Source: an optimization exercise on an open RTL-to-GDS flow (aim: small area, a short achievable clock period and few clock cycles). Production flows keep margins and buffers that such runs may drop.
Where RTL was checked, it was by simulation tests only, not by an equivalence proof against the original.
Function not checked in run 1: the RTL went through the layout flow alone.

**design.v**
```verilog
module rs_codec (
    input  wire       clk,
    input  wire       rst,
    input  wire       in_valid,
    output wire       in_ready,
    input  wire [7:0] in_data,
    input  wire       in_mode,
    output wire       out_valid,
    output wire [7:0] out_data,
    output wire       out_ok,
    output wire       out_last
);
    localparam integer N  = 155;   
    localparam integer K  = 123;   
    localparam integer NP = 32;    
    localparam integer T  = 16;    
    function [7:0] gf_xtime(input [7:0] a);
        gf_xtime = {a[6:0], 1'b0} ^ (a[7] ? 8'h87 : 8'h00);
    endfunction
    function [7:0] gf_mul(input [7:0] a, input [7:0] b);
        integer i;
        reg [7:0] p, x;
        begin
            p = 8'h00;
            x = a;
            for (i = 0; i < 8; i = i + 1) begin
                if (b[i]) p = p ^ x;
                x = gf_xtime(x);
            end
            gf_mul = p;
        end
    endfunction
    function [7:0] gf_apow(input integer e);
        case (e % 255)
            0: gf_apow = 8'h01;
            1: gf_apow = 8'h02;
            2: gf_apow = 8'h04;
            3: gf_apow = 8'h08;
            4: gf_apow = 8'h10;
            5: gf_apow = 8'h20;
            6: gf_apow = 8'h40;
            7: gf_apow = 8'h80;
            8: gf_apow = 8'h87;
            9: gf_apow = 8'h89;
            10: gf_apow = 8'h95;
            11: gf_apow = 8'had;
            12: gf_apow = 8'hdd;
            13: gf_apow = 8'h3d;
            14: gf_apow = 8'h7a;
            15: gf_apow = 8'hf4;
            16: gf_apow = 8'h6f;
            17: gf_apow = 8'hde;
            18: gf_apow = 8'h3b;
            19: gf_apow = 8'h76;
            20: gf_apow = 8'hec;
            21: gf_apow = 8'h5f;
            22: gf_apow = 8'hbe;
            23: gf_apow = 8'hfb;
            24: gf_apow = 8'h71;
            25: gf_apow = 8'he2;
            26: gf_apow = 8'h43;
            27: gf_apow = 8'h86;
            28: gf_apow = 8'h8b;
            29: gf_apow = 8'h91;
            30: gf_apow = 8'ha5;
            31: gf_apow = 8'hcd;
            32: gf_apow = 8'h1d;
            33: gf_apow = 8'h3a;
            34: gf_apow = 8'h74;
            35: gf_apow = 8'he8;
            36: gf_apow = 8'h57;
            37: gf_apow = 8'hae;
            38: gf_apow = 8'hdb;
            39: gf_apow = 8'h31;
            40: gf_apow = 8'h62;
            41: gf_apow = 8'hc4;
            42: gf_apow = 8'h0f;
            43: gf_apow = 8'h1e;
            44: gf_apow = 8'h3c;
            45: gf_apow = 8'h78;
            46: gf_apow = 8'hf0;
            47: gf_apow = 8'h67;
            48: gf_apow = 8'hce;
            49: gf_apow = 8'h1b;
            50: gf_apow = 8'h36;
            51: gf_apow = 8'h6c;
            52: gf_apow = 8'hd8;
            53: gf_apow = 8'h37;
            54: gf_apow = 8'h6e;
            55: gf_apow = 8'hdc;
            56: gf_apow = 8'h3f;
            57: gf_apow = 8'h7e;
            58: gf_apow = 8'hfc;
            59: gf_apow = 8'h7f;
            60: gf_apow = 8'hfe;
            61: gf_apow = 8'h7b;
            62: gf_apow = 8'hf6;
            63: gf_apow = 8'h6b;
            64: gf_apow = 8'hd6;
            65: gf_apow = 8'h2b;
            66: gf_apow = 8'h56;
            67: gf_apow = 8'hac;
            68: gf_apow = 8'hdf;
            69: gf_apow = 8'h39;
            70: gf_apow = 8'h72;
            71: gf_apow = 8'he4;
            72: gf_apow = 8'h4f;
            73: gf_apow = 8'h9e;
            74: gf_apow = 8'hbb;
            75: gf_apow = 8'hf1;
            76: gf_apow = 8'h65;
            77: gf_apow = 8'hca;
            78: gf_apow = 8'h13;
            79: gf_apow = 8'h26;
            80: gf_apow = 8'h4c;
            81: gf_apow = 8'h98;
            82: gf_apow = 8'hb7;
            83: gf_apow = 8'he9;
            84: gf_apow = 8'h55;
            85: gf_apow = 8'haa;
            86: gf_apow = 8'hd3;
            87: gf_apow = 8'h21;
            88: gf_apow = 8'h42;
            89: gf_apow = 8'h84;
            90: gf_apow = 8'h8f;
            91: gf_apow = 8'h99;
            92: gf_apow = 8'hb5;
            93: gf_apow = 8'hed;
            94: gf_apow = 8'h5d;
            95: gf_apow = 8'hba;
            96: gf_apow = 8'hf3;
            97: gf_apow = 8'h61;
            98: gf_apow = 8'hc2;
            99: gf_apow = 8'h03;
            100: gf_apow = 8'h06;
            101: gf_apow = 8'h0c;
            102: gf_apow = 8'h18;
            103: gf_apow = 8'h30;
            104: gf_apow = 8'h60;
            105: gf_apow = 8'hc0;
            106: gf_apow = 8'h07;
            107: gf_apow = 8'h0e;
            108: gf_apow = 8'h1c;
            109: gf_apow = 8'h38;
            110: gf_apow = 8'h70;
            111: gf_apow = 8'he0;
            112: gf_apow = 8'h47;
            113: gf_apow = 8'h8e;
            114: gf_apow = 8'h9b;
            115: gf_apow = 8'hb1;
            116: gf_apow = 8'he5;
            117: gf_apow = 8'h4d;
            118: gf_apow = 8'h9a;
            119: gf_apow = 8'hb3;
            120: gf_apow = 8'he1;
            121: gf_apow = 8'h45;
            122: gf_apow = 8'h8a;
            123: gf_apow = 8'h93;
            124: gf_apow = 8'ha1;
            125: gf_apow = 8'hc5;
            126: gf_apow = 8'h0d;
            127: gf_apow = 8'h1a;
            128: gf_apow = 8'h34;
            129: gf_apow = 8'h68;
            130: gf_apow = 8'hd0;
            131: gf_apow = 8'h27;
            132: gf_apow = 8'h4e;
            133: gf_apow = 8'h9c;
            134: gf_apow = 8'hbf;
            135: gf_apow = 8'hf9;
            136: gf_apow = 8'h75;
            137: gf_apow = 8'hea;
            138: gf_apow = 8'h53;
            139: gf_apow = 8'ha6;
            140: gf_apow = 8'hcb;
            141: gf_apow = 8'h11;
            142: gf_apow = 8'h22;
            143: gf_apow = 8'h44;
            144: gf_apow = 8'h88;
            145: gf_apow = 8'h97;
            146: gf_apow = 8'ha9;
            147: gf_apow = 8'hd5;
            148: gf_apow = 8'h2d;
            149: gf_apow = 8'h5a;
            150: gf_apow = 8'hb4;
            151: gf_apow = 8'hef;
            152: gf_apow = 8'h59;
            153: gf_apow = 8'hb2;
            154: gf_apow = 8'he3;
            155: gf_apow = 8'h41;
            156: gf_apow = 8'h82;
            157: gf_apow = 8'h83;
            158: gf_apow = 8'h81;
            159: gf_apow = 8'h85;
            160: gf_apow = 8'h8d;
            161: gf_apow = 8'h9d;
            162: gf_apow = 8'hbd;
            163: gf_apow = 8'hfd;
            164: gf_apow = 8'h7d;
            165: gf_apow = 8'hfa;
            166: gf_apow = 8'h73;
            167: gf_apow = 8'he6;
            168: gf_apow = 8'h4b;
            169: gf_apow = 8'h96;
            170: gf_apow = 8'hab;
            171: gf_apow = 8'hd1;
            172: gf_apow = 8'h25;
            173: gf_apow = 8'h4a;
            174: gf_apow = 8'h94;
            175: gf_apow = 8'haf;
            176: gf_apow = 8'hd9;
            177: gf_apow = 8'h35;
            178: gf_apow = 8'h6a;
            179: gf_apow = 8'hd4;
            180: gf_apow = 8'h2f;
            181: gf_apow = 8'h5e;
            182: gf_apow = 8'hbc;
            183: gf_apow = 8'hff;
            184: gf_apow = 8'h79;
            185: gf_apow = 8'hf2;
            186: gf_apow = 8'h63;
            187: gf_apow = 8'hc6;
            188: gf_apow = 8'h0b;
            189: gf_apow = 8'h16;
            190: gf_apow = 8'h2c;
            191: gf_apow = 8'h58;
            192: gf_apow = 8'hb0;
            193: gf_apow = 8'he7;
            194: gf_apow = 8'h49;
            195: gf_apow = 8'h92;
            196: gf_apow = 8'ha3;
            197: gf_apow = 8'hc1;
            198: gf_apow = 8'h05;
            199: gf_apow = 8'h0a;
            200: gf_apow = 8'h14;
            201: gf_apow = 8'h28;
            202: gf_apow = 8'h50;
            203: gf_apow = 8'ha0;
            204: gf_apow = 8'hc7;
            205: gf_apow = 8'h09;
            206: gf_apow = 8'h12;
            207: gf_apow = 8'h24;
            208: gf_apow = 8'h48;
            209: gf_apow = 8'h90;
            210: gf_apow = 8'ha7;
            211: gf_apow = 8'hc9;
            212: gf_apow = 8'h15;
            213: gf_apow = 8'h2a;
            214: gf_apow = 8'h54;
            215: gf_apow = 8'ha8;
            216: gf_apow = 8'hd7;
            217: gf_apow = 8'h29;
            218: gf_apow = 8'h52;
            219: gf_apow = 8'ha4;
            220: gf_apow = 8'hcf;
            221: gf_apow = 8'h19;
            222: gf_apow = 8'h32;
            223: gf_apow = 8'h64;
            224: gf_apow = 8'hc8;
            225: gf_apow = 8'h17;
            226: gf_apow = 8'h2e;
            227: gf_apow = 8'h5c;
            228: gf_apow = 8'hb8;
            229: gf_apow = 8'hf7;
            230: gf_apow = 8'h69;
            231: gf_apow = 8'hd2;
            232: gf_apow = 8'h23;
            233: gf_apow = 8'h46;
            234: gf_apow = 8'h8c;
            235: gf_apow = 8'h9f;
            236: gf_apow = 8'hb9;
            237: gf_apow = 8'hf5;
            238: gf_apow = 8'h6d;
            239: gf_apow = 8'hda;
            240: gf_apow = 8'h33;
            241: gf_apow = 8'h66;
            242: gf_apow = 8'hcc;
            243: gf_apow = 8'h1f;
            244: gf_apow = 8'h3e;
            245: gf_apow = 8'h7c;
            246: gf_apow = 8'hf8;
            247: gf_apow = 8'h77;
            248: gf_apow = 8'hee;
            249: gf_apow = 8'h5b;
            250: gf_apow = 8'hb6;
            251: gf_apow = 8'heb;
            252: gf_apow = 8'h51;
            253: gf_apow = 8'ha2;
            254: gf_apow = 8'hc3;
            default: gf_apow = 8'h00;
        endcase
    endfunction
    function [7:0] gf_inv(input [7:0] a);
        case (a)
            8'h00: gf_inv = 8'h00;
            8'h01: gf_inv = 8'h01;
            8'h02: gf_inv = 8'hc3;
            8'h03: gf_inv = 8'h82;
            8'h04: gf_inv = 8'ha2;
            8'h05: gf_inv = 8'h7e;
            8'h06: gf_inv = 8'h41;
            8'h07: gf_inv = 8'h5a;
            8'h08: gf_inv = 8'h51;
            8'h09: gf_inv = 8'h36;
            8'h0a: gf_inv = 8'h3f;
            8'h0b: gf_inv = 8'hac;
            8'h0c: gf_inv = 8'he3;
            8'h0d: gf_inv = 8'h68;
            8'h0e: gf_inv = 8'h2d;
            8'h0f: gf_inv = 8'h2a;
            8'h10: gf_inv = 8'heb;
            8'h11: gf_inv = 8'h9b;
            8'h12: gf_inv = 8'h1b;
            8'h13: gf_inv = 8'h35;
            8'h14: gf_inv = 8'hdc;
            8'h15: gf_inv = 8'h1e;
            8'h16: gf_inv = 8'h56;
            8'h17: gf_inv = 8'ha5;
            8'h18: gf_inv = 8'hb2;
            8'h19: gf_inv = 8'h74;
            8'h1a: gf_inv = 8'h34;
            8'h1b: gf_inv = 8'h12;
            8'h1c: gf_inv = 8'hd5;
            8'h1d: gf_inv = 8'h64;
            8'h1e: gf_inv = 8'h15;
            8'h1f: gf_inv = 8'hdd;
            8'h20: gf_inv = 8'hb6;
            8'h21: gf_inv = 8'h4b;
            8'h22: gf_inv = 8'h8e;
            8'h23: gf_inv = 8'hfb;
            8'h24: gf_inv = 8'hce;
            8'h25: gf_inv = 8'he9;
            8'h26: gf_inv = 8'hd9;
            8'h27: gf_inv = 8'ha1;
            8'h28: gf_inv = 8'h6e;
            8'h29: gf_inv = 8'hdb;
            8'h2a: gf_inv = 8'h0f;
            8'h2b: gf_inv = 8'h2c;
            8'h2c: gf_inv = 8'h2b;
            8'h2d: gf_inv = 8'h0e;
            8'h2e: gf_inv = 8'h91;
            8'h2f: gf_inv = 8'hf1;
            8'h30: gf_inv = 8'h59;
            8'h31: gf_inv = 8'hd7;
            8'h32: gf_inv = 8'h3a;
            8'h33: gf_inv = 8'hf4;
            8'h34: gf_inv = 8'h1a;
            8'h35: gf_inv = 8'h13;
            8'h36: gf_inv = 8'h09;
            8'h37: gf_inv = 8'h50;
            8'h38: gf_inv = 8'ha9;
            8'h39: gf_inv = 8'h63;
            8'h3a: gf_inv = 8'h32;
            8'h3b: gf_inv = 8'hf5;
            8'h3c: gf_inv = 8'hc9;
            8'h3d: gf_inv = 8'hcc;
            8'h3e: gf_inv = 8'had;
            8'h3f: gf_inv = 8'h0a;
            8'h40: gf_inv = 8'h5b;
            8'h41: gf_inv = 8'h06;
            8'h42: gf_inv = 8'he6;
            8'h43: gf_inv = 8'hf7;
            8'h44: gf_inv = 8'h47;
            8'h45: gf_inv = 8'hbf;
            8'h46: gf_inv = 8'hbe;
            8'h47: gf_inv = 8'h44;
            8'h48: gf_inv = 8'h67;
            8'h49: gf_inv = 8'h7b;
            8'h4a: gf_inv = 8'hb7;
            8'h4b: gf_inv = 8'h21;
            8'h4c: gf_inv = 8'haf;
            8'h4d: gf_inv = 8'h53;
            8'h4e: gf_inv = 8'h93;
            8'h4f: gf_inv = 8'hff;
            8'h50: gf_inv = 8'h37;
            8'h51: gf_inv = 8'h08;
            8'h52: gf_inv = 8'hae;
            8'h53: gf_inv = 8'h4d;
            8'h54: gf_inv = 8'hc4;
            8'h55: gf_inv = 8'hd1;
            8'h56: gf_inv = 8'h16;
            8'h57: gf_inv = 8'ha4;
            8'h58: gf_inv = 8'hd6;
            8'h59: gf_inv = 8'h30;
            8'h5a: gf_inv = 8'h07;
            8'h5b: gf_inv = 8'h40;
            8'h5c: gf_inv = 8'h8b;
            8'h5d: gf_inv = 8'h9d;
            8'h5e: gf_inv = 8'hbb;
            8'h5f: gf_inv = 8'h8c;
            8'h60: gf_inv = 8'hef;
            8'h61: gf_inv = 8'h81;
            8'h62: gf_inv = 8'ha8;
            8'h63: gf_inv = 8'h39;
            8'h64: gf_inv = 8'h1d;
            8'h65: gf_inv = 8'hd4;
            8'h66: gf_inv = 8'h7a;
            8'h67: gf_inv = 8'h48;
            8'h68: gf_inv = 8'h0d;
            8'h69: gf_inv = 8'he2;
            8'h6a: gf_inv = 8'hca;
            8'h6b: gf_inv = 8'hb0;
            8'h6c: gf_inv = 8'hc7;
            8'h6d: gf_inv = 8'hde;
            8'h6e: gf_inv = 8'h28;
            8'h6f: gf_inv = 8'hda;
            8'h70: gf_inv = 8'h97;
            8'h71: gf_inv = 8'hd2;
            8'h72: gf_inv = 8'hf2;
            8'h73: gf_inv = 8'h84;
            8'h74: gf_inv = 8'h19;
            8'h75: gf_inv = 8'hb3;
            8'h76: gf_inv = 8'hb9;
            8'h77: gf_inv = 8'h87;
            8'h78: gf_inv = 8'ha7;
            8'h79: gf_inv = 8'he4;
            8'h7a: gf_inv = 8'h66;
            8'h7b: gf_inv = 8'h49;
            8'h7c: gf_inv = 8'h95;
            8'h7d: gf_inv = 8'h99;
            8'h7e: gf_inv = 8'h05;
            8'h7f: gf_inv = 8'ha3;
            8'h80: gf_inv = 8'hee;
            8'h81: gf_inv = 8'h61;
            8'h82: gf_inv = 8'h03;
            8'h83: gf_inv = 8'hc2;
            8'h84: gf_inv = 8'h73;
            8'h85: gf_inv = 8'hf3;
            8'h86: gf_inv = 8'hb8;
            8'h87: gf_inv = 8'h77;
            8'h88: gf_inv = 8'he0;
            8'h89: gf_inv = 8'hf8;
            8'h8a: gf_inv = 8'h9c;
            8'h8b: gf_inv = 8'h5c;
            8'h8c: gf_inv = 8'h5f;
            8'h8d: gf_inv = 8'hba;
            8'h8e: gf_inv = 8'h22;
            8'h8f: gf_inv = 8'hfa;
            8'h90: gf_inv = 8'hf0;
            8'h91: gf_inv = 8'h2e;
            8'h92: gf_inv = 8'hfe;
            8'h93: gf_inv = 8'h4e;
            8'h94: gf_inv = 8'h98;
            8'h95: gf_inv = 8'h7c;
            8'h96: gf_inv = 8'hd3;
            8'h97: gf_inv = 8'h70;
            8'h98: gf_inv = 8'h94;
            8'h99: gf_inv = 8'h7d;
            8'h9a: gf_inv = 8'hea;
            8'h9b: gf_inv = 8'h11;
            8'h9c: gf_inv = 8'h8a;
            8'h9d: gf_inv = 8'h5d;
            8'h9e: gf_inv = 8'hbc;
            8'h9f: gf_inv = 8'hec;
            8'ha0: gf_inv = 8'hd8;
            8'ha1: gf_inv = 8'h27;
            8'ha2: gf_inv = 8'h04;
            8'ha3: gf_inv = 8'h7f;
            8'ha4: gf_inv = 8'h57;
            8'ha5: gf_inv = 8'h17;
            8'ha6: gf_inv = 8'he5;
            8'ha7: gf_inv = 8'h78;
            8'ha8: gf_inv = 8'h62;
            8'ha9: gf_inv = 8'h38;
            8'haa: gf_inv = 8'hab;
            8'hab: gf_inv = 8'haa;
            8'hac: gf_inv = 8'h0b;
            8'had: gf_inv = 8'h3e;
            8'hae: gf_inv = 8'h52;
            8'haf: gf_inv = 8'h4c;
            8'hb0: gf_inv = 8'h6b;
            8'hb1: gf_inv = 8'hcb;
            8'hb2: gf_inv = 8'h18;
            8'hb3: gf_inv = 8'h75;
            8'hb4: gf_inv = 8'hc0;
            8'hb5: gf_inv = 8'hfd;
            8'hb6: gf_inv = 8'h20;
            8'hb7: gf_inv = 8'h4a;
            8'hb8: gf_inv = 8'h86;
            8'hb9: gf_inv = 8'h76;
            8'hba: gf_inv = 8'h8d;
            8'hbb: gf_inv = 8'h5e;
            8'hbc: gf_inv = 8'h9e;
            8'hbd: gf_inv = 8'hed;
            8'hbe: gf_inv = 8'h46;
            8'hbf: gf_inv = 8'h45;
            8'hc0: gf_inv = 8'hb4;
            8'hc1: gf_inv = 8'hfc;
            8'hc2: gf_inv = 8'h83;
            8'hc3: gf_inv = 8'h02;
            8'hc4: gf_inv = 8'h54;
            8'hc5: gf_inv = 8'hd0;
            8'hc6: gf_inv = 8'hdf;
            8'hc7: gf_inv = 8'h6c;
            8'hc8: gf_inv = 8'hcd;
            8'hc9: gf_inv = 8'h3c;
            8'hca: gf_inv = 8'h6a;
            8'hcb: gf_inv = 8'hb1;
            8'hcc: gf_inv = 8'h3d;
            8'hcd: gf_inv = 8'hc8;
            8'hce: gf_inv = 8'h24;
            8'hcf: gf_inv = 8'he8;
            8'hd0: gf_inv = 8'hc5;
            8'hd1: gf_inv = 8'h55;
            8'hd2: gf_inv = 8'h71;
            8'hd3: gf_inv = 8'h96;
            8'hd4: gf_inv = 8'h65;
            8'hd5: gf_inv = 8'h1c;
            8'hd6: gf_inv = 8'h58;
            8'hd7: gf_inv = 8'h31;
            8'hd8: gf_inv = 8'ha0;
            8'hd9: gf_inv = 8'h26;
            8'hda: gf_inv = 8'h6f;
            8'hdb: gf_inv = 8'h29;
            8'hdc: gf_inv = 8'h14;
            8'hdd: gf_inv = 8'h1f;
            8'hde: gf_inv = 8'h6d;
            8'hdf: gf_inv = 8'hc6;
            8'he0: gf_inv = 8'h88;
            8'he1: gf_inv = 8'hf9;
            8'he2: gf_inv = 8'h69;
            8'he3: gf_inv = 8'h0c;
            8'he4: gf_inv = 8'h79;
            8'he5: gf_inv = 8'ha6;
            8'he6: gf_inv = 8'h42;
            8'he7: gf_inv = 8'hf6;
            8'he8: gf_inv = 8'hcf;
            8'he9: gf_inv = 8'h25;
            8'hea: gf_inv = 8'h9a;
            8'heb: gf_inv = 8'h10;
            8'hec: gf_inv = 8'h9f;
            8'hed: gf_inv = 8'hbd;
            8'hee: gf_inv = 8'h80;
            8'hef: gf_inv = 8'h60;
            8'hf0: gf_inv = 8'h90;
            8'hf1: gf_inv = 8'h2f;
            8'hf2: gf_inv = 8'h72;
            8'hf3: gf_inv = 8'h85;
            8'hf4: gf_inv = 8'h33;
            8'hf5: gf_inv = 8'h3b;
            8'hf6: gf_inv = 8'he7;
            8'hf7: gf_inv = 8'h43;
            8'hf8: gf_inv = 8'h89;
            8'hf9: gf_inv = 8'he1;
            8'hfa: gf_inv = 8'h8f;
            8'hfb: gf_inv = 8'h23;
            8'hfc: gf_inv = 8'hc1;
            8'hfd: gf_inv = 8'hb5;
            8'hfe: gf_inv = 8'h92;
            8'hff: gf_inv = 8'h4f;
            default: gf_inv = 8'h00;
        endcase
    endfunction
    function [7:0] gen_coef(input integer idx);
        case (idx)
            0: gen_coef = 8'h3b;
            1: gen_coef = 8'hb6;
            2: gen_coef = 8'h87;
            3: gen_coef = 8'h77;
            4: gen_coef = 8'hcd;
            5: gen_coef = 8'hdb;
            6: gen_coef = 8'hb3;
            7: gen_coef = 8'hfb;
            8: gen_coef = 8'hc5;
            9: gen_coef = 8'hac;
            10: gen_coef = 8'he8;
            11: gen_coef = 8'h4c;
            12: gen_coef = 8'hf2;
            13: gen_coef = 8'h54;
            14: gen_coef = 8'h0d;
            15: gen_coef = 8'h85;
            16: gen_coef = 8'h82;
            17: gen_coef = 8'h0d;
            18: gen_coef = 8'hfe;
            19: gen_coef = 8'hb1;
            20: gen_coef = 8'h37;
            21: gen_coef = 8'hab;
            22: gen_coef = 8'hb5;
            23: gen_coef = 8'h99;
            24: gen_coef = 8'he5;
            25: gen_coef = 8'hb9;
            26: gen_coef = 8'h3c;
            27: gen_coef = 8'hf2;
            28: gen_coef = 8'h97;
            29: gen_coef = 8'h9e;
            30: gen_coef = 8'h3f;
            31: gen_coef = 8'h95;
            default: gen_coef = 8'h00;
        endcase
    endfunction
    reg        in_ready_q;
    assign in_ready = in_ready_q;
    wire       acc = in_valid & in_ready_q;
    reg  [7:0] nb_pos;           
    reg        nb_mode;          
    reg        nb_buf;           
    wire       nb_first = (nb_pos == 8'd0);
    wire       nb_last  = nb_mode ? (nb_pos == N-1) : (nb_pos == K-1);
    reg        a_v;              
    reg  [7:0] a_d;
    reg  [7:0] a_pos;
    reg        a_mode;
    reg        a_buf;
    always @(posedge clk) begin
        a_d    <= in_data;
        a_pos  <= nb_pos;
        a_mode <= nb_first ? in_mode : nb_mode;
        a_buf  <= nb_buf;
        if (rst) begin
            a_v     <= 1'b0;
            nb_pos  <= 8'd0;
            nb_buf  <= 1'b0;
            nb_mode <= 1'b0;
        end else begin
            a_v <= acc;
            if (acc) begin
                if (nb_first) nb_mode <= in_mode;
                if (!nb_first && nb_last) begin
                    nb_pos <= 8'd0;
                    nb_buf <= ~nb_buf;
                end else begin
                    nb_pos <= nb_pos + 8'd1;
                end
            end
        end
    end
    wire a_push    = a_v & (a_pos < K);
    wire a_lastpay = a_v & (a_pos == K-1);
    wire a_dec     = a_v & a_mode;
    wire a_declast = a_v & a_mode & (a_pos == N-1);
    reg  [7:0] sacc  [1:NP];
    reg  [7:0] snext [1:NP];
    integer i, j;
    always @* begin
        for (j = 1; j <= NP; j = j + 1)
            snext[j] = ((a_pos == 8'd0) ? 8'h00 : gf_mul(sacc[j], gf_apow(j))) ^ a_d;
    end
    always @(posedge clk) begin
        if (a_dec)
            for (j = 1; j <= NP; j = j + 1) sacc[j] <= snext[j];
    end
    reg  [7:0] buf0 [0:K-1];
    reg  [7:0] buf1 [0:K-1];
    wire       push0 = a_push & ~a_buf;
    wire       push1 = a_push &  a_buf;
    wire       pop0, pop1;
    wire       shift0 = push0 | pop0;
    wire       shift1 = push1 | pop1;
    always @(posedge clk) begin
        if (shift0) begin
            for (i = 0; i < K - 1; i = i + 1) buf0[i] <= buf0[i+1];
            buf0[K-1] <= a_d;
        end
        if (shift1) begin
            for (i = 0; i < K - 1; i = i + 1) buf1[i] <= buf1[i+1];
            buf1[K-1] <= a_d;
        end
    end
    localparam [2:0] D_IDLE = 3'd0, D_BM = 3'd1, D_CHK = 3'd2, D_OM = 3'd3,
                     D_CNT = 3'd4, D_DONE = 3'd5;
    reg  [2:0] dstate;
    reg  [7:0] synd [1:NP];      
    reg  [7:0] lam  [0:T];
    reg  [7:0] bpol [0:T];       
    reg  [7:0] omg  [0:T-1];
    reg  [7:0] gam;
    reg  [7:0] rho;
    reg  [5:0] len;
    reg  [6:0] k;
    reg [16:0] msk;
    reg  [4:0] nroots;
    reg        dok;
    wire       dec_take;
    reg  [7:0] dsum;
    reg  [7:0] win [0:T];
    always @* begin
        win[0] = synd[1];
        for (i = 1; i <= T; i = i + 1) win[i] = synd[NP+1-i];
        dsum = 8'h00;
        for (i = 0; i <= T; i = i + 1)
            dsum = dsum ^ gf_mul(msk[i] ? lam[i] : 8'h00, win[i]);
    end
    reg  [7:0] lam_new [0:T];
    reg  [5:0] deg_cur;
    always @* begin
        for (j = 0; j <= T; j = j + 1)
            lam_new[j] = gf_mul(gam, lam[j]) ^ ((j == 0) ? 8'h00 : gf_mul(dsum, bpol[j-1]));
        deg_cur = 6'd0;
        for (j = 0; j <= T; j = j + 1)
            if (lam[j] != 8'h00) deg_cur = j;
    end
    wire bm_change = (dsum != 8'h00) && ({len, 1'b0} <= {1'b0, k[5:0]});
    reg  [7:0] ce0, ce1;
    always @* begin
        ce0 = 8'h00;
        ce1 = 8'h00;
        for (j = 0; j <= T; j = j + 1) begin
            ce0 = ce0 ^ bpol[j];
            ce1 = ce1 ^ gf_mul(bpol[j], gf_apow(j));
        end
    end
    wire       cnt_end = (k == 7'd77);    
    wire [4:0] nroots_nx = nroots + {4'd0, ce0 == 8'h00}
                                  + {4'd0, (ce1 == 8'h00) && !cnt_end};
    always @(posedge clk) begin
        if (rst) begin
            dstate <= D_IDLE;
        end else begin
            case (dstate)
                D_IDLE: if (a_declast) begin
                    synd[1] <= gf_mul(snext[1], gf_apow(101));
                    for (j = 2; j <= NP; j = j + 1) synd[j] <= snext[j];
                    rho <= gf_apow(202);
                    for (j = 0; j <= T; j = j + 1) begin
                        lam[j]  <= (j == 0) ? 8'h01 : 8'h00;
                        bpol[j] <= (j == 0) ? 8'h01 : 8'h00;
                    end
                    gam <= 8'h01;
                    len <= 6'd0;
                    k   <= 7'd0;
                    msk <= 17'h1;
                    dstate <= D_BM;
                end
                D_BM: begin
                    for (j = 0; j <= T; j = j + 1) lam[j] <= lam_new[j];
                    if (bm_change) begin
                        for (j = 0; j <= T; j = j + 1) bpol[j] <= lam[j];
                        len <= k[5:0] + 6'd1 - len;
                        gam <= dsum;
                    end else begin
                        for (j = 0; j <= T; j = j + 1)
                            bpol[j] <= (j == 0) ? 8'h00 : bpol[j-1];
                    end
                    for (j = 2; j < NP; j = j + 1) synd[j] <= synd[j+1];
                    synd[NP] <= synd[1];
                    synd[1]  <= (k == NP - 1) ? synd[2] : gf_mul(synd[2], rho);
                    rho <= gf_mul(rho, gf_apow(101));
                    msk <= {msk[T-1:0], 1'b1};
                    if (k == NP - 1) dstate <= D_CHK;
                    k <= k + 7'd1;
                end
                D_CHK: begin
                    k   <= 7'd0;
                    msk <= 17'h1;
                    if (len > T || deg_cur != len) begin
                        dok    <= 1'b0;
                        dstate <= D_DONE;
                    end else begin
                        dstate <= D_OM;
                    end
                end
                D_OM: begin
                    for (j = 0; j < T - 1; j = j + 1) omg[j] <= omg[j+1];
                    omg[T-1] <= dsum;
                    for (j = 2; j < NP; j = j + 1) synd[j] <= synd[j+1];
                    synd[NP] <= synd[1];
                    synd[1]  <= synd[2];
                    msk <= {msk[T-1:0], 1'b1};
                    if (k == T - 1) begin
                        for (j = 0; j <= T; j = j + 1) bpol[j] <= lam[j];
                        nroots <= 5'd0;
                        k      <= 7'd0;
                        dstate <= D_CNT;
                    end else begin
                        k <= k + 7'd1;
                    end
                end
                D_CNT: begin
                    for (j = 0; j <= T; j = j + 1) bpol[j] <= gf_mul(bpol[j], gf_apow(2 * j));
                    nroots <= nroots_nx;
                    k <= k + 7'd1;
                    if (cnt_end) begin
                        dok    <= (nroots_nx == len[4:0]);
                        dstate <= D_DONE;
                    end
                end
                D_DONE: if (dec_take) dstate <= D_IDLE;
                default: dstate <= D_IDLE;
            endcase
        end
    end
    localparam [1:0] O_IDLE = 2'd0, O_PRIME = 2'd1, O_PAY = 2'd2, O_PAR = 2'd3;
    reg  [1:0] ostate;
    reg        ob;               
    reg        o_mode;
    reg        o_ok;
    reg  [7:0] o_cnt;
    reg  [7:0] ct [0:32];
    reg  [7:0] corr_q;
    reg        out_valid_q, out_ok_q, out_last_q;
    reg  [7:0] out_data_q;
    assign out_valid = out_valid_q;
    assign out_data  = out_data_q;
    assign out_ok    = out_ok_q;
    assign out_last  = out_last_q;
    reg [1:0] hold, ns, bmode;
    wire [7:0] head   = ob ? buf1[0] : buf0[0];
    wire       push_o = ob ? push1 : push0;
    wire       ns_o   = ob ? ns[1] : ns[0];
    wire       hold_o = ob ? hold[1] : hold[0];
    wire       mode_o = ob ? bmode[1] : bmode[0];
    wire       pop    = (ostate == O_PAY) && (!ns_o || push_o);
    assign pop0 = pop & ~ob;
    assign pop1 = pop &  ob;
    wire       o_start = (ostate == O_IDLE) && hold_o && (!mode_o || dstate == D_DONE);
    assign dec_take = o_start && mode_o;
    wire       pay_end = pop && (o_cnt == K-1);
    reg  [7:0] lsum, lodd, osum, corr_nx;
    always @* begin
        lsum = 8'h00;
        lodd = 8'h00;
        osum = 8'h00;
        for (j = 0; j <= T; j = j + 1) begin
            lsum = lsum ^ ct[j];
            if (j % 2 == 1) lodd = lodd ^ ct[j];
        end
        for (j = T + 1; j <= 2 * T; j = j + 1) osum = osum ^ ct[j];
        corr_nx = (lsum == 8'h00) ? gf_mul(osum, gf_inv(lodd)) : 8'h00;
    end
    wire [7:0] fb = (ostate == O_PAR) ? 8'h00 : (head ^ ct[NP-1]);
    always @(posedge clk) begin
        if (rst) begin
            ostate      <= O_IDLE;
            ob          <= 1'b0;
            out_valid_q <= 1'b0;
            hold        <= 2'b00;
            ns          <= 2'b00;
        end else begin
            if (a_push && a_pos == 8'd0) ns[a_buf] <= 1'b1;
            if (pay_end) hold[ob] <= 1'b0;
            if (a_lastpay) begin
                ns[a_buf]    <= 1'b0;
                hold[a_buf]  <= 1'b1;
                bmode[a_buf] <= a_mode;
            end
            out_valid_q <= 1'b0;
            out_last_q  <= 1'b0;
            case (ostate)
                O_IDLE: if (o_start) begin
                    o_mode <= mode_o;
                    o_cnt  <= 8'd0;
                    if (mode_o) begin
                        o_ok <= dok;
                        for (j = 0; j <= T; j = j + 1) ct[j] <= lam[j];
                        for (j = 0; j < T; j = j + 1) ct[T+1+j] <= omg[j];
                        ostate <= O_PRIME;
                    end else begin
                        o_ok <= 1'b1;
                        for (j = 0; j <= 2 * T; j = j + 1) ct[j] <= 8'h00;
                        ostate <= O_PAY;
                    end
                end
                O_PRIME: begin
                    corr_q <= corr_nx;
                    for (j = 0; j <= T; j = j + 1) ct[j] <= gf_mul(ct[j], gf_apow(j));
                    for (j = 0; j < T; j = j + 1) ct[T+1+j] <= gf_mul(ct[T+1+j], gf_apow(j + 1));
                    ostate <= O_PAY;
                end
                O_PAY: if (pop) begin
                    out_valid_q <= 1'b1;
                    out_ok_q    <= o_ok;
                    o_cnt       <= o_cnt + 8'd1;
                    if (o_mode) begin
                        out_data_q <= o_ok ? (head ^ corr_q) : 8'h00;
                        out_last_q <= (o_cnt == K-1);
                        corr_q <= corr_nx;
                        for (j = 0; j <= T; j = j + 1) ct[j] <= gf_mul(ct[j], gf_apow(j));
                        for (j = 0; j < T; j = j + 1) ct[T+1+j] <= gf_mul(ct[T+1+j], gf_apow(j + 1));
                        if (o_cnt == K-1) begin
                            ostate <= O_IDLE;
                            ob     <= ~ob;
                        end
                    end else begin
                        out_data_q <= head;
                        for (j = 0; j < NP; j = j + 1)
                            ct[j] <= ((j == 0) ? 8'h00 : ct[j-1]) ^ gf_mul(fb, gen_coef(j));
                        if (o_cnt == K-1) ostate <= O_PAR;
                    end
                end
                O_PAR: begin
                    out_valid_q <= 1'b1;
                    out_ok_q    <= 1'b1;
                    out_data_q  <= ct[NP-1];
                    out_last_q  <= (o_cnt == N-1);
                    o_cnt       <= o_cnt + 8'd1;
                    for (j = 0; j < NP; j = j + 1)
                        ct[j] <= (j == 0) ? 8'h00 : ct[j-1];
                    if (o_cnt == N-1) begin
                        ostate <= O_IDLE;
                        ob     <= ~ob;
                    end
                end
            endcase
        end
    end
    wire [7:0] c_pos = acc ? ((!nb_first && nb_last) ? 8'd0 : nb_pos + 8'd1) : nb_pos;
    wire       c_buf = (acc && !nb_first && nb_last) ? ~nb_buf : nb_buf;
    wire       pok0  = !hold[0] || (ostate == O_PAY && !ob);
    wire       pok1  = !hold[1] || (ostate == O_PAY &&  ob);
    wire       c_ok  = (c_pos < K)     ? (c_buf ? pok1 : pok0) :
                       (c_pos == N-1)  ? (dstate == D_IDLE) : 1'b1;
    always @(posedge clk) begin
        if (rst) in_ready_q <= 1'b0;
        else     in_ready_q <= c_ok;
    end
endmodule
```
**run.sh**
```bash
#!/bin/bash
# synth_recipe.tcl (not shown) runs the flow's synth.tcl, then flattens the netlist and writes it again
# the make line also repeats each setting of config.mk as NAME=value (left out here)
make -C /OpenROAD-flow-scripts/flow DESIGN_CONFIG=/design/flow/config.mk WORK_HOME=/design/flow/orfs CLKGATE_MAP_FILE= SYNTH_SCRIPT=/design/flow/synth_recipe.tcl finish
```
**config.mk**
```make
export PLATFORM = sky130hd
export DESIGN_NAME = rs_codec
export DESIGN_NICKNAME = rs_codec
export VERILOG_FILES = /design/flow/design.v
export SDC_FILE = /design/flow/constraint.sdc
export NUM_CORES = 8
export LEC_CHECK = 0
export CAP_MARGIN = 20
export CORE_MARGIN = 2
export CORE_UTILIZATION = 30
export SLEW_MARGIN = 20
```
**constraint.sdc**
```tcl
create_clock -name core_clock -period 20.0 [get_ports {clk}]
set_input_delay 4.0000 -clock core_clock [delete_from_list [all_inputs] [get_ports {clk}]]
set_output_delay 4.0000 -clock core_clock [all_outputs]
set_load 0.01 [all_outputs]
```
==> results of run 1 <==
[critical path, stage by stage, from the launching register on]
cell	delay, ns
edfxtp_1	0.73
xor3_1	0.37
xnor3_1	0.41
nand3_1	0.34
xor2_1	0.33
xnor3_1	0.53
xnor2_1	0.17
xnor2_1	0.20
xnor3_1	0.42
xnor3_1	0.52
xor2_4	0.29
buf_4	0.37
inv_1	0.11
ha_2	0.35
buf_4	0.27
buf_4	0.52
clkinv_1	0.74
xnor2_2	0.33
buf_4	0.42
buf_4	0.62
nand2_1	0.15
xnor2_1	0.17
xnor2_1	0.22
xor2_1	0.21
xnor3_1	0.44
xnor2_1	0.16
nor2_1	0.06
[path summary, 6_finish.rpt]
path / end / slack [ns] / cells after the start
worst max-delay path: lam[4][2]$_SDFFCE_PN0P_ / 10.07 / 26
worst min-delay path: buf1[72][5]$_DFFE_PP_ / 0.36 / 0
worst max register to register: lam[4][2]$_SDFFCE_PN0P_ / 10.07 / 26
worst min register to register: buf1[72][5]$_DFFE_PP_ / 0.36 / 0
[cell usage in the layout (no fill, tap or decap), types with 31 or more instances in the layout]
master | synthesis | final
xnor2_1 | 4191 | 4143
edfxtp_1 | 3225 | 3225
nand2_1 | 2998 | 2988
nor2_1 | 1714 | 1707
xor2_1 | 1246 | 1225
o21ai_0 | 653 | 650
buf_4 | 18 | 633
a22oi_1 | 357 | 357
clkbuf_16 | 0 | 352
a21oi_1 | 347 | 346
nand3_1 | 326 | 324
mux2i_1 | 192 | 186
xnor3_1 | 179 | 176
o221ai_1 | 155 | 155
o22ai_1 | 153 | 153
inv_1 | 106 | 103
clkinv_1 | 3 | 71
mux2_2 | 70 | 70
nor3_1 | 72 | 69
clkbuf_1 | 1150 | 60
nand2b_1 | 63 | 59
o211ai_1 | 58 | 58
nor2b_1 | 55 | 55
clkinv_2 | 0 | 52
xnor2_2 | 8 | 51
a221oi_1 | 50 | 50
a222oi_1 | 45 | 45
ha_1 | 43 | 39
bufinv_16 | 0 | 37
a21o_1 | 34 | 34
and2_1 | 38 | 34
a31oi_1 | 31 | 31
a311oi_1 | 31 | 31
dfxtp_1 | 41 | 31
[metrics by stage]
step                cell area (sq um)  hold WS, ns  TNS [ns]  setup slack [ns]  instances
finish                         218100       0.3605         0             10.07      26850
global route                   218000       0.3606         0             9.961      26830
CTS                            217900       0.3577         0             10.34      26820
detailed placement             206400       0.3630         0             10.46      26190
global placement               206300       0.3592         0             10.32      26190
floorplan                      195600       0.3290  -7428.17            -4.001      18450
[cells by family after synthesis]
| group | count (synthesis) | share of synthesized area (%) |
|---|---|---|
| XOR/XNOR | 5654 | 26.83 |
| adder cells (fa/ha/maj) | 45 | 0.2956 |
| AND/OR/NAND/NOR | 5430 | 11.14 |
| buffers and inverters | 1680 | 3.379 |
| multiplexers | 267 | 1.443 |
| AO/OA/AOI/OAI | 2105 | 6.975 |
| flip-flops | 3266 | 49.94 |
[area by class of cell]
class	count	area [sq um]
Inverter	112	434.2
Timing Repair Buffer	673	5276
Antenna cell	23	57.56
Sequential cell	3266	97680
Tap cell	8642	10810
Clock buffer	412	9034
Fill cell	65260	431500
Clock inverter	219	2450
Multi-Input combinational cell	13500	92340
[routing by layer]
layer,vias to the layer above,GRT usage (%),part of all wire [%]
met5,-,0,0.022
met4,24,15.78,8.2
met3,2031,5.750,9.8
met2,8076,35.56,43
met1,70110,30.80,39
li1,61130,-,-
[flip-flops by register name, summed over array words and instances (netlist names), 8 cells and up, named ones only]
name and count:
buf0 984, a_pos 8, synd 256, corr_q 8, out_data_q 8, msk 16
omg 128, lam 136, ct 264, sacc 256, a_d 8, bpol 136
rho 8, nb_pos 8, gam 8, o_cnt 8, buf1 984
==> impl_metrics.toml, run 1 <==
[clock_network]
cts-root-buf = "clkbuf_16"
hold_buffers = 0
tritoncts = "yes"
htreeDepth = 5
numCtsBuffers = 349
clk_latency_ns = 1.05
postCtsSetupBuffers = 0
cts.clk_slew.worst_paths_ns = 0.06
post_cts_resized = 0
clock-sinks = 3266
cts.path.max_buffers = 4

[route]
ant_nets = 0
drt-pass1-iter-count = 8
drt_iter0_drc = 19910
drt_drc_violations_left = 0
drt_wl_total_mm = 815.4
vias = 141400
vias_per_cell = 5.265
wl_per_cell_um = 30.37

[floorplan]
core-area_sq_um = 649600
start_util_pct = 30.10
die-area_sq_um = 658300
die_h_um = 811.4
rows = 296
io_pins = 24
die_w_um = 811.4

[synth]
yosysWarnings = 12
yosysTopAreaCell = "edfxtp_1"
syn_area_sq_um = 195600
synth_edf_count = 3225
synth.most_common_cell = "xnor2_1"
synthTopCellsByArea = "edfxtp_1 50%, xnor2_1 19%, nand2_1 5.8%"
seq_area_frac_synth_pct = 49.94
synth_common_cells = "4,191 x xnor2_1, 3,225 x edfxtp_1, 2,998 x nand2_1"
synth_top_area_share_pct = 49.52
yosys_register_bits = 3266
async_flop_share_pct = 0
avgSynthCellArea_sq_um = 10.60
syn_nets = 18500
synthCells = 18450
synth-main-ff-cell = "edfxtp_1"
yosysUniqueCellTypes = 89

[critical_path]
end_kind = "flop"
arrival_ns = 10.60
rr_startpoint = "lam[11][1]$_SDFFCE_PN0P_"
timing.critical_path.from = "lam[11][1]$_SDFFCE_PN0P_"
cp.required_ns = 20.67
cp_max_fo = 29
setup.worst_path.class = "flop to flop"
start_kind = "flop"

[global_route]
grt_pass1_wl_mm = 1114
grt_max_degree = 214
grt_pass1_vias = 132800
antenna_found_initial = 55
grt_use_total_pct = 23.86
grt-ovfl-total = 0

[timing]
finalHoldViolations = 0
finalCriticalPeriod_ns = 9.934
rsz0062_at_grt = "no"
fin_skew_ns = 0.1078
maxSlewHeadroom_pct = 12.04
report.final.slew_viol_count = 0
setup_viol = 0
worstMarginPinSlew_ns = 1.315
fmax_ghz = 0.1007
finalCritPeriodShare_pct = 49.67

[worst_hold_path]
min_path_type = "flop to flop"
hold_start = "buf1[73][5]$_DFFE_PP_"

[placed_design]
io_buffers = 23
dp_hpwl_mm = 575.4
gp_congestion = 1.025

[layout]
layout-drive-gt1-share_pct = 7.837
area_growth_syn_to_layout_pct = 11.51
nets = 17960
fin_util_pct = 33.57

[flow_run]
drv_cap = 0

[status]
outcome = "no timing/DRC/antenna violations"
==> run 2, diff against run 1 <==
--- a/design.v
+++ b/design.v
@@ -656,59 +656,107 @@
             buf1[K-1] <= a_d;
         end
     end
-    localparam [2:0] D_IDLE = 3'd0, D_BM = 3'd1, D_CHK = 3'd2, D_OM = 3'd3,
-                     D_CNT = 3'd4, D_DONE = 3'd5;
-    reg  [2:0] dstate;
+    localparam [1:0] D_IDLE = 2'd0, D_BM = 2'd1, D_CNT = 2'd2, D_DONE = 2'd3;
+    reg  [1:0] dstate;
     reg  [7:0] synd [1:NP];      
     reg  [7:0] lam  [0:T];
     reg  [7:0] bpol [0:T];       
-    reg  [7:0] omg  [0:T-1];
     reg  [7:0] gam;
     reg  [7:0] rho;
+    reg  [7:0] dup;              
+    reg  [7:0] pa;               
     reg  [5:0] len;
-    reg  [6:0] k;
-    reg [16:0] msk;
+    reg  [5:0] k;
+    reg  [1:0] ph;
+    reg  [5:0] cc;
     reg  [4:0] nroots;
     reg        dok;
+    reg        chk;              
     wire       dec_take;
-    reg  [7:0] dsum;
-    reg  [7:0] win [0:T];
+    wire       om_act  = (dstate == D_CNT) && !chk && (k < 6'd16);
+    wire       ch      = (dup != 8'h00) && ({len, 1'b0} <= {1'b0, k});
+    wire       bm_last = (k == NP - 1);
+    reg  [7:0] u_lam [0:8];
+    reg  [7:0] u_bp  [0:8];      
+    reg  [7:0] u_new [0:8];
     always @* begin
-        win[0] = synd[1];
-        for (i = 1; i <= T; i = i + 1) win[i] = synd[NP+1-i];
-        dsum = 8'h00;
-        for (i = 0; i <= T; i = i + 1)
-            dsum = dsum ^ gf_mul(msk[i] ? lam[i] : 8'h00, win[i]);
+        for (i = 0; i <= 8; i = i + 1) begin
+            if (ph == 2'd0) begin
+                u_lam[i] = (i < 8) ? lam[9+i] : 8'h00;
+                u_bp[i]  = (i < 8) ? bpol[8+i] : 8'h00;
+            end else begin
+                u_lam[i] = lam[i];
+                u_bp[i]  = (i == 0) ? 8'h00 : bpol[i-1];
+            end
+            u_new[i] = gf_mul(gam, u_lam[i]) ^ gf_mul(dup, u_bp[i]);
+        end
+    end
+    reg  [7:0] h_lam [0:8];
+    reg  [7:0] h_s   [0:8];
+    reg  [8:0] h_msk;
+    reg  [7:0] h_dot;
+    always @* begin
+        for (i = 0; i <= 8; i = i + 1) begin
+            if (ph == 2'd1) begin
+                h_lam[i] = (i < 8) ? lam[9+i] : 8'h00;
+                h_s[i]   = (i < 8) ? synd[25-i] : 8'h00;
+                h_msk[i] = (i < 8) && ({2'b00, k} >= 8'd9 + i);
+            end else begin
+                h_lam[i] = lam[i];
+                h_s[i]   = (i == 0) ? synd[1] : synd[NP+1-i];
+                h_msk[i] = ({2'b00, k} >= i);
+            end
+        end
+        if (dstate == D_BM)
+            h_msk = bm_last ? ((ph == 2'd2) ? 9'h001 : 9'h000) : 9'h1ff;
+        h_dot = 8'h00;
+        for (i = 0; i <= 8; i = i + 1)
+            h_dot = h_dot ^ gf_mul(h_msk[i] ? h_lam[i] : 8'h00, h_s[i]);
     end
-    reg  [7:0] lam_new [0:T];
+    wire [7:0] dnew = pa ^ h_dot;
     reg  [5:0] deg_cur;
     always @* begin
-        for (j = 0; j <= T; j = j + 1)
-            lam_new[j] = gf_mul(gam, lam[j]) ^ ((j == 0) ? 8'h00 : gf_mul(dsum, bpol[j-1]));
         deg_cur = 6'd0;
         for (j = 0; j <= T; j = j + 1)
             if (lam[j] != 8'h00) deg_cur = j;
     end
-    wire bm_change = (dsum != 8'h00) && ({len, 1'b0} <= {1'b0, k[5:0]});
-    reg  [7:0] ce0, ce1;
+    reg  [7:0] ce [0:3];
+    reg  [2:0] cz;
     always @* begin
-        ce0 = 8'h00;
-        ce1 = 8'h00;
-        for (j = 0; j <= T; j = j + 1) begin
-            ce0 = ce0 ^ bpol[j];
-            ce1 = ce1 ^ gf_mul(bpol[j], gf_apow(j));
+        for (i = 0; i < 4; i = i + 1) begin
+            ce[i] = 8'h00;
+            for (j = 0; j <= T; j = j + 1)
+                ce[i] = ce[i] ^ gf_mul(bpol[j], gf_apow(i * j));
         end
+        cz = {2'b00, ce[0] == 8'h00} + {2'b00, ce[1] == 8'h00} +
+             {2'b00, ce[2] == 8'h00} + {2'b00, (ce[3] == 8'h00) && (cc != 6'd38)};
     end
-    wire       cnt_end = (k == 7'd77);    
-    wire [4:0] nroots_nx = nroots + {4'd0, ce0 == 8'h00}
-                                  + {4'd0, (ce1 == 8'h00) && !cnt_end};
+    wire       cnt_end   = (cc == 6'd38);   
+    wire [4:0] nroots_nx = nroots + {2'b00, cz};
     always @(posedge clk) begin
-        if (rst) begin
-            dstate <= D_IDLE;
-        end else begin
+        begin
+            chk <= 1'b0;
+            if ((dstate == D_BM && ph != 2'd0) || om_act) begin
+                if (ph == 2'd1) begin
+                    pa <= h_dot;
+                    for (j = 2; j < NP; j = j + 1) synd[j] <= synd[j+1];
+                    synd[NP] <= synd[1];
+                    synd[1]  <= (dstate == D_BM && !bm_last) ? gf_mul(synd[2], rho) : synd[2];
+                    rho <= gf_mul(rho, gf_apow(101));
+                end else begin
+                    if (dstate == D_BM) dup <= dnew;
+                    if (om_act) begin
+                        synd[17] <= dnew;    
+                        k  <= k + 6'd1;
+                        ph <= 2'd1;
+                    end
+                end
+            end
+            if (om_act && ph == 2'd1) ph <= 2'd2;
             case (dstate)
                 D_IDLE: if (a_declast) begin
                     synd[1] <= gf_mul(snext[1], gf_apow(101));
+                    dup     <= gf_mul(snext[1], gf_apow(101));
                     for (j = 2; j <= NP; j = j + 1) synd[j] <= snext[j];
                     rho <= gf_apow(202);
                     for (j = 0; j <= T; j = j + 1) begin
@@ -717,66 +765,69 @@
                     end
                     gam <= 8'h01;
                     len <= 6'd0;
-                    k   <= 7'd0;
-                    msk <= 17'h1;
+                    k   <= 6'd0;
+                    ph  <= 2'd0;
                     dstate <= D_BM;
                 end
                 D_BM: begin
-                    for (j = 0; j <= T; j = j + 1) lam[j] <= lam_new[j];
-                    if (bm_change) begin
-                        for (j = 0; j <= T; j = j + 1) bpol[j] <= lam[j];
-                        len <= k[5:0] + 6'd1 - len;
-                        gam <= dsum;
-                    end else begin
-                        for (j = 0; j <= T; j = j + 1)
-                            bpol[j] <= (j == 0) ? 8'h00 : bpol[j-1];
-                    end
-                    for (j = 2; j < NP; j = j + 1) synd[j] <= synd[j+1];
-                    synd[NP] <= synd[1];
-                    synd[1]  <= (k == NP - 1) ? synd[2] : gf_mul(synd[2], rho);
-                    rho <= gf_mul(rho, gf_apow(101));
-                    msk <= {msk[T-1:0], 1'b1};
-                    if (k == NP - 1) dstate <= D_CHK;
-                    k <= k + 7'd1;
-                end
-                D_CHK: begin
-                    k   <= 7'd0;
-                    msk <= 17'h1;
-                    if (len > T || deg_cur != len) begin
-                        dok    <= 1'b0;
-                        dstate <= D_DONE;
-                    end else begin
-                        dstate <= D_OM;
-                    end
+                    case (ph)
+                        2'd0: begin
+                            for (j = 0; j < 8; j = j + 1) begin
+                                lam[9+j]  <= u_new[j];
+                                bpol[9+j] <= ch ? lam[9+j] : bpol[8+j];
+                            end
+                            ph <= 2'd1;
+                        end
+                        2'd1: begin
+                            for (j = 0; j <= 8; j = j + 1) begin
+                                lam[j]  <= u_new[j];
+                                bpol[j] <= ch ? lam[j] : ((j == 0) ? 8'h00 : bpol[j-1]);
+                            end
+                            ph <= 2'd2;
+                        end
+                        default: begin
+                            if (ch) begin
+                                len <= k + 6'd1 - len;
+                                gam <= dup;
+                            end
+                            k  <= k + 6'd1;
+                            ph <= 2'd0;
+                            if (bm_last) begin
+                                synd[17] <= dnew;
+                                chk      <= 1'b1;
+                                dstate   <= D_CNT;
+                            end
+                        end
+                    endcase
                 end
-                D_OM: begin
-                    for (j = 0; j < T - 1; j = j + 1) omg[j] <= omg[j+1];
-                    omg[T-1] <= dsum;
-                    for (j = 2; j < NP; j = j + 1) synd[j] <= synd[j+1];
-                    synd[NP] <= synd[1];
-                    synd[1]  <= synd[2];
-                    msk <= {msk[T-1:0], 1'b1};
-                    if (k == T - 1) begin
-                        for (j = 0; j <= T; j = j + 1) bpol[j] <= lam[j];
+                D_CNT: begin
+                    if (chk) begin
+                        k  <= 6'd1;
+                        ph <= 2'd1;
+                        cc <= 6'd0;
                         nroots <= 5'd0;
-                        k      <= 7'd0;
-                        dstate <= D_CNT;
+                        for (j = 0; j <= T; j = j + 1) bpol[j] <= lam[j];
+                        if (len > T || deg_cur != len) begin
+                            dok    <= 1'b0;
+                            dstate <= D_DONE;
+                        end
                     end else begin
-                        k <= k + 7'd1;
-                    end
-                end
-                D_CNT: begin
-                    for (j = 0; j <= T; j = j + 1) bpol[j] <= gf_mul(bpol[j], gf_apow(2 * j));
-                    nroots <= nroots_nx;
-                    k <= k + 7'd1;
-                    if (cnt_end) begin
-                        dok    <= (nroots_nx == len[4:0]);
-                        dstate <= D_DONE;
+                        for (j = 0; j <= T; j = j + 1)
+                            bpol[j] <= gf_mul(bpol[j], gf_apow(4 * j));
+                        nroots <= nroots_nx;
+                        cc <= cc + 6'd1;
+                        if (cnt_end) begin
+                            dok    <= (nroots_nx == len[4:0]);
+                            dstate <= D_DONE;
+                        end
                     end
                 end
                 D_DONE: if (dec_take) dstate <= D_IDLE;
-                default: dstate <= D_IDLE;
             endcase
+            if (rst) begin
+                dstate <= D_IDLE;
+                chk    <= 1'b0;
+            end
         end
     end
     localparam [1:0] O_IDLE = 2'd0, O_PRIME = 2'd1, O_PAY = 2'd2, O_PAR = 2'd3;
@@ -786,7 +837,10 @@
     reg        o_ok;
     reg  [7:0] o_cnt;
     reg  [7:0] ct [0:32];
-    reg  [7:0] corr_q;
+    reg  [7:0] corr_q;           
+    reg        c1_root;          
+    reg  [7:0] c1_osum, c1_inv;
+    reg        o_pr;
     reg        out_valid_q, out_ok_q, out_last_q;
     reg  [7:0] out_data_q;
     assign out_valid = out_valid_q;
@@ -805,7 +859,7 @@
     wire       o_start = (ostate == O_IDLE) && hold_o && (!mode_o || dstate == D_DONE);
     assign dec_take = o_start && mode_o;
     wire       pay_end = pop && (o_cnt == K-1);
-    reg  [7:0] lsum, lodd, osum, corr_nx;
+    reg  [7:0] lsum, lodd, osum;
     always @* begin
         lsum = 8'h00;
         lodd = 8'h00;
@@ -815,17 +869,11 @@
             if (j % 2 == 1) lodd = lodd ^ ct[j];
         end
         for (j = T + 1; j <= 2 * T; j = j + 1) osum = osum ^ ct[j];
-        corr_nx = (lsum == 8'h00) ? gf_mul(osum, gf_inv(lodd)) : 8'h00;
     end
+    wire [7:0] corr_nx = c1_root ? gf_mul(c1_osum, c1_inv) : 8'h00;
     wire [7:0] fb = (ostate == O_PAR) ? 8'h00 : (head ^ ct[NP-1]);
     always @(posedge clk) begin
-        if (rst) begin
-            ostate      <= O_IDLE;
-            ob          <= 1'b0;
-            out_valid_q <= 1'b0;
-            hold        <= 2'b00;
-            ns          <= 2'b00;
-        end else begin
+        begin
             if (a_push && a_pos == 8'd0) ns[a_buf] <= 1'b1;
             if (pay_end) hold[ob] <= 1'b0;
             if (a_lastpay) begin
@@ -842,7 +890,8 @@
                     if (mode_o) begin
                         o_ok <= dok;
                         for (j = 0; j <= T; j = j + 1) ct[j] <= lam[j];
-                        for (j = 0; j < T; j = j + 1) ct[T+1+j] <= omg[j];
+                        for (j = 0; j < T; j = j + 1) ct[T+1+j] <= synd[j+2];
+                        o_pr   <= 1'b0;
                         ostate <= O_PRIME;
                     end else begin
                         o_ok <= 1'b1;
@@ -851,10 +900,14 @@
                     end
                 end
                 O_PRIME: begin
-                    corr_q <= corr_nx;
+                    corr_q  <= corr_nx;
+                    c1_root <= (lsum == 8'h00);
+                    c1_osum <= osum;
+                    c1_inv  <= gf_inv(lodd);
                     for (j = 0; j <= T; j = j + 1) ct[j] <= gf_mul(ct[j], gf_apow(j));
                     for (j = 0; j < T; j = j + 1) ct[T+1+j] <= gf_mul(ct[T+1+j], gf_apow(j + 1));
-                    ostate <= O_PAY;
+                    o_pr <= 1'b1;
+                    if (o_pr) ostate <= O_PAY;
                 end
                 O_PAY: if (pop) begin
                     out_valid_q <= 1'b1;
@@ -863,7 +916,10 @@
                     if (o_mode) begin
                         out_data_q <= o_ok ? (head ^ corr_q) : 8'h00;
                         out_last_q <= (o_cnt == K-1);
-                        corr_q <= corr_nx;
+                        corr_q  <= corr_nx;
+                        c1_root <= (lsum == 8'h00);
+                        c1_osum <= osum;
+                        c1_inv  <= gf_inv(lodd);
                         for (j = 0; j <= T; j = j + 1) ct[j] <= gf_mul(ct[j], gf_apow(j));
                         for (j = 0; j < T; j = j + 1) ct[T+1+j] <= gf_mul(ct[T+1+j], gf_apow(j + 1));
                         if (o_cnt == K-1) begin
@@ -891,6 +947,13 @@
                     end
                 end
             endcase
+            if (rst) begin
+                ostate      <= O_IDLE;
+                ob          <= 1'b0;
+                out_valid_q <= 1'b0;
+                hold        <= 2'b00;
+                ns          <= 2'b00;
+            end
         end
     end
     wire [7:0] c_pos = acc ? ((!nb_first && nb_last) ? 8'd0 : nb_pos + 8'd1) : nb_pos;
==> flow/run.sh (new file) <==
#!/bin/bash
set -euo pipefail
bash standard.sh SETUP_SLACK_MARGIN=14.5 SKIP_GATE_CLONING=1 finish > make_finish.log 2>&1
==> standard.sh (new file) <==
#!/bin/bash
# synth_recipe.tcl (not shown) runs the flow's synth.tcl, then flattens the netlist and writes it again
# the make line also repeats each setting of config.mk as NAME=value (left out here)
make -C /OpenROAD-flow-scripts/flow DESIGN_CONFIG=/design/flow/config.mk WORK_HOME=/design/flow/orfs CLKGATE_MAP_FILE= SYNTH_SCRIPT=/design/flow/synth_recipe.tcl "${@:-finish}"
--- a/config.mk
+++ b/config.mk
@@ -7,5 +7,5 @@
 export LEC_CHECK = 0
 export CAP_MARGIN = 20
 export CORE_MARGIN = 2
-export CORE_UTILIZATION = 30
+export CORE_UTILIZATION = 45
 export SLEW_MARGIN = 20
removed: run.sh
==> run 2 against run 1 <==
  * Worst hold slack improved by 0.0019 ns
  * Global-route usage grew 7.7 points
  * Critical path type unchanged
  * Largest cell class unchanged
  * Still clean
  * Sequential cell count fell by 103
==> impl_metrics.toml, run 2 <==
[timing]
finalCriticalPeriod_ns = 5.605
fin_ws_ns = 14.40
setup_tns_ns = 0
report.final.slew_viol_count = 0
finalCritPeriodShare_pct = 28.02
fmax_ghz = 0.1784
maxSlewHeadroom_pct = 10.83
fin_skew_ns = 0.08409
worstMarginPinSlew_ns = 1.338
finalHoldViolations = 0
setup_viol = 0
rsz0062_at_grt = "yes"

[critical_path]
cp.required_ns = 20.78
rr_worst_depth = 17
arrival_ns = 6.39
timing.critical_path.from = "bpol[1][7]$_DFFE_PP_"
reg2reg_setup_slack_ns = 14.40
cp_max_fo = 7
r2r-end = "dok$_SDFFCE_PP0P_"
end_kind = "flop"
start_kind = "flop"
setup.worst_path.class = "flop to flop"
crit_end = "dok$_SDFFCE_PP0P_"
rr_startpoint = "bpol[1][7]$_DFFE_PP_"

[route]
ant_nets = 0
wl_per_cell_um = 30.12
drt_wl_total_mm = 653.6
vias = 129400
drt_iter0_drc = 19930
drt_drc_violations_left = 0
vias_per_cell = 5.964
drt-pass1-iter-count = 11

[synth]
synth_common_cells = "3,646 x xnor2_1, 2,841 x edfxtp_1, 2,059 x nand2_1"
syn_nets = 16360
yosysUniqueCellTypes = 93
yosys_register_bits = 3163
syn_area_sq_um = 178800
synth-main-ff-cell = "edfxtp_1"
seq_area_frac_synth_pct = 51.33
synthTopCellsByArea = "edfxtp_1 48%, xnor2_1 18%, xor2_1 5.7%"
yosysWarnings = 15
synth.most_common_cell = "xnor2_1"
async_flop_share_pct = 0
synth_top_area_share_pct = 47.72
yosysTopAreaCell = "edfxtp_1"
synth_edf_count = 2841
synthCells = 16290
avgSynthCellArea_sq_um = 10.97

[placed_design]
io_buffers = 23
place_area_sq_um = 185300
dp_slack_ns = 12.34
gp_congestion = 1.053
dp_hpwl_mm = 443.7

[global_route]
grt-ovfl-total = 0
grt_pass1_wl_mm = 910.5
antenna_found_initial = 39
grt_max_degree = 186
grt_use_total_pct = 31.59
grt_pass1_vias = 118700

[flow_run]
drv_cap = 0

[clock_network]
htreeDepth = 5
cts.path.max_buffers = 4
numCtsBuffers = 338
tritoncts = "yes"
clk_latency_ns = 1.02
cts-root-buf = "clkbuf_16"
cts.clk_slew.worst_paths_ns = 0.06
clock-sinks = 3163

[status]
outcome = "no timing/DRC/antenna violations"

[floorplan]
core-area_sq_um = 395700
die-area_sq_um = 402300
die_w_um = 634.3
start_util_pct = 45.18
io_pins = 24
rows = 231
die_h_um = 634.3

[worst_hold_path]
min_path_type = "flop to flop"

[layout]
final_cell_mix = "3,502 x xnor2_1, 2,841 x edfxtp_1, 2,054 x nand2_1"
nets = 16180
fin_util_pct = 50.56
fin_area_sq_um = 200100
final_common_cell = "xnor2_1"
layout-drive-gt1-share_pct = 10.40
area_growth_syn_to_layout_pct = 11.91
reg_top3 = "buf0 (984), buf1 (984), ct (264)"
run 2: cell types whose count changed in the layout (fill, tap and decap cells not counted), moves of 107 or more:
cell | before | now
edfxtp_1 | 3225 | 2841
xor2_1 | 1225 | 1115
nor2_1 | 1707 | 1377
nor3_1 | 69 | 214
nor2b_1 | 55 | 162
dfxtp_1 | 31 | 305
a222oi_1 | 45 | 163
a31oi_1 | 31 | 302
xnor2_1 | 4143 | 3502
nand2_1 | 2988 | 2054
o21ai_0 | 650 | 446
a22oi_1 | 357 | 227
nand3_1 | 324 | 153
run 2: how the worst min path moves through the flow:
| stage | endpoint | startpoint | slack [ns] | cells after the start |
|---|---|---|---|---|
| final | buf1[68][2]$_DFFE_PP_ | buf1[69][2]$_DFFE_PP_ | 0.36 | 0 |
| after global routing | buf1[96][4]$_DFFE_PP_ | buf1[97][4]$_DFFE_PP_ | 0.38 | 0 |
| after CTS | a_buf$_DFF_P_ | nb_buf$_SDFFE_PP0P_ | 0.37 | 0 |
| after detailed placement | a_buf$_DFF_P_ | nb_buf$_SDFFE_PP0P_ | 0.36 | 0 |
| after global placement | a_buf$_DFF_P_ | nb_buf$_SDFFE_PP0P_ | 0.36 | 0 |
| after floorplan | a_pos[2]$_DFF_P_ | nb_pos[2]$_SDFF_PP0_ | 0.33 | 0 |
run 2: cell type report:
type / instances / area, sq um
Fill cell: 35150 / 195600
Clock inverter: 184 / 1924
Clock buffer: 437 / 9120
Inverter: 80 / 309.0
Tap cell: 5242 / 6559
Antenna cell: 62 / 155.1
Sequential cell: 3163 / 91790
Multi-Input combinational cell: 11780 / 84040
Timing Repair Buffer: 757 / 6170
run 2: cells by family after synthesis:
| kind of cell | count (synthesis) | synth area share (%) |
|---|---|---|
| muxes | 400 | 2.467 |
| buffers and inverters | 1350 | 3.004 |
| xor gates and xnor gates | 4915 | 24.88 |
| adders and majority gates | 53 | 0.3878 |
| DFF | 3163 | 51.33 |
| AOI/OAI and AO/OA | 2115 | 7.881 |
| and+or+nand+nor | 4296 | 10.05 |
run 2: critical path: stages, from the launching register on:
cell	delay (ns)
edfxtp_1	0.76
xor2_2	0.42
xnor2_1	0.24
xnor2_2	0.38
xnor2_1	0.14
xnor2_1	0.29
xnor2_1	0.19
xnor2_1	0.13
o31a_1	0.30
nor3_1	0.30
fa_1	0.49
inv_1	0.10
fa_2	0.27
inv_1	0.07
fa_1	0.47
xor2_1	0.18
or4_1	0.51
nor3_1	0.18
run 2: through the flow:
| stage | hold WS [ns] | cells |
|---|---|---|
| floorplan | 0.3290 | 16290 |
| global placement | 0.3610 | 20780 |
| detailed placement | 0.3586 | 20780 |
| CTS | 0.3708 | 21480 |
| global route | 0.3773 | 21650 |
| finish | 0.3623 | 21700 |
run 2: timing repair:
action | in CTS | in global routing
endpoints found under the setup margin | 293 | 424
gates resized for setup | 151 | 114
buffers inserted | 86 | 156
pin swaps | 3 | 15
hold buffers | 0 | 0
run 2: layer usage:
metal	global-route usage (%)	up-vias	wire [um]
li1	-	55930	-
met1	43.20	63440	261800
met2	45.39	8232	273800
met3	7.937	1835	74510
met4	18.23	7	43350
met5	0.2415	-	182
Testbench counts of run 2, summed over its fixed seeds: cycles 60,613.

[what the ideal ports hide]
The results above use ideal ports. As a check the final layouts listed here were re-extracted and re-timed, cells and wires unchanged. Step 1 sets driving cells, clkbuf_16 on the clock port and buf_2 on the other inputs (assumed; they add their load-dependent delay and slew). Step 2 times the ports against the registers' clock, not the clock port: input delays grow and output delays shrink by t, the midpoint of the rising clock arrivals with the driver on. a / b / c = ideal ports / drivers / drivers and shift; a / b = the first two.
| run | t, ns | setup slack, ns | latest minus earliest clock arrival (ns) |
|---|---|---|---|
| run 1 | 1.107 | 10.066 / 10.066 / 10.066 | 0.113 / 0.112 |
| run 2 | 1.082 | 14.396 / 14.297 / 13.764 | 0.110 / 0.111 |
After both steps setup and hold are still met in every run listed. The setup slack of run 2, which loses most, moves by -0.099 ns with the drivers and by -0.632 ns with both steps.
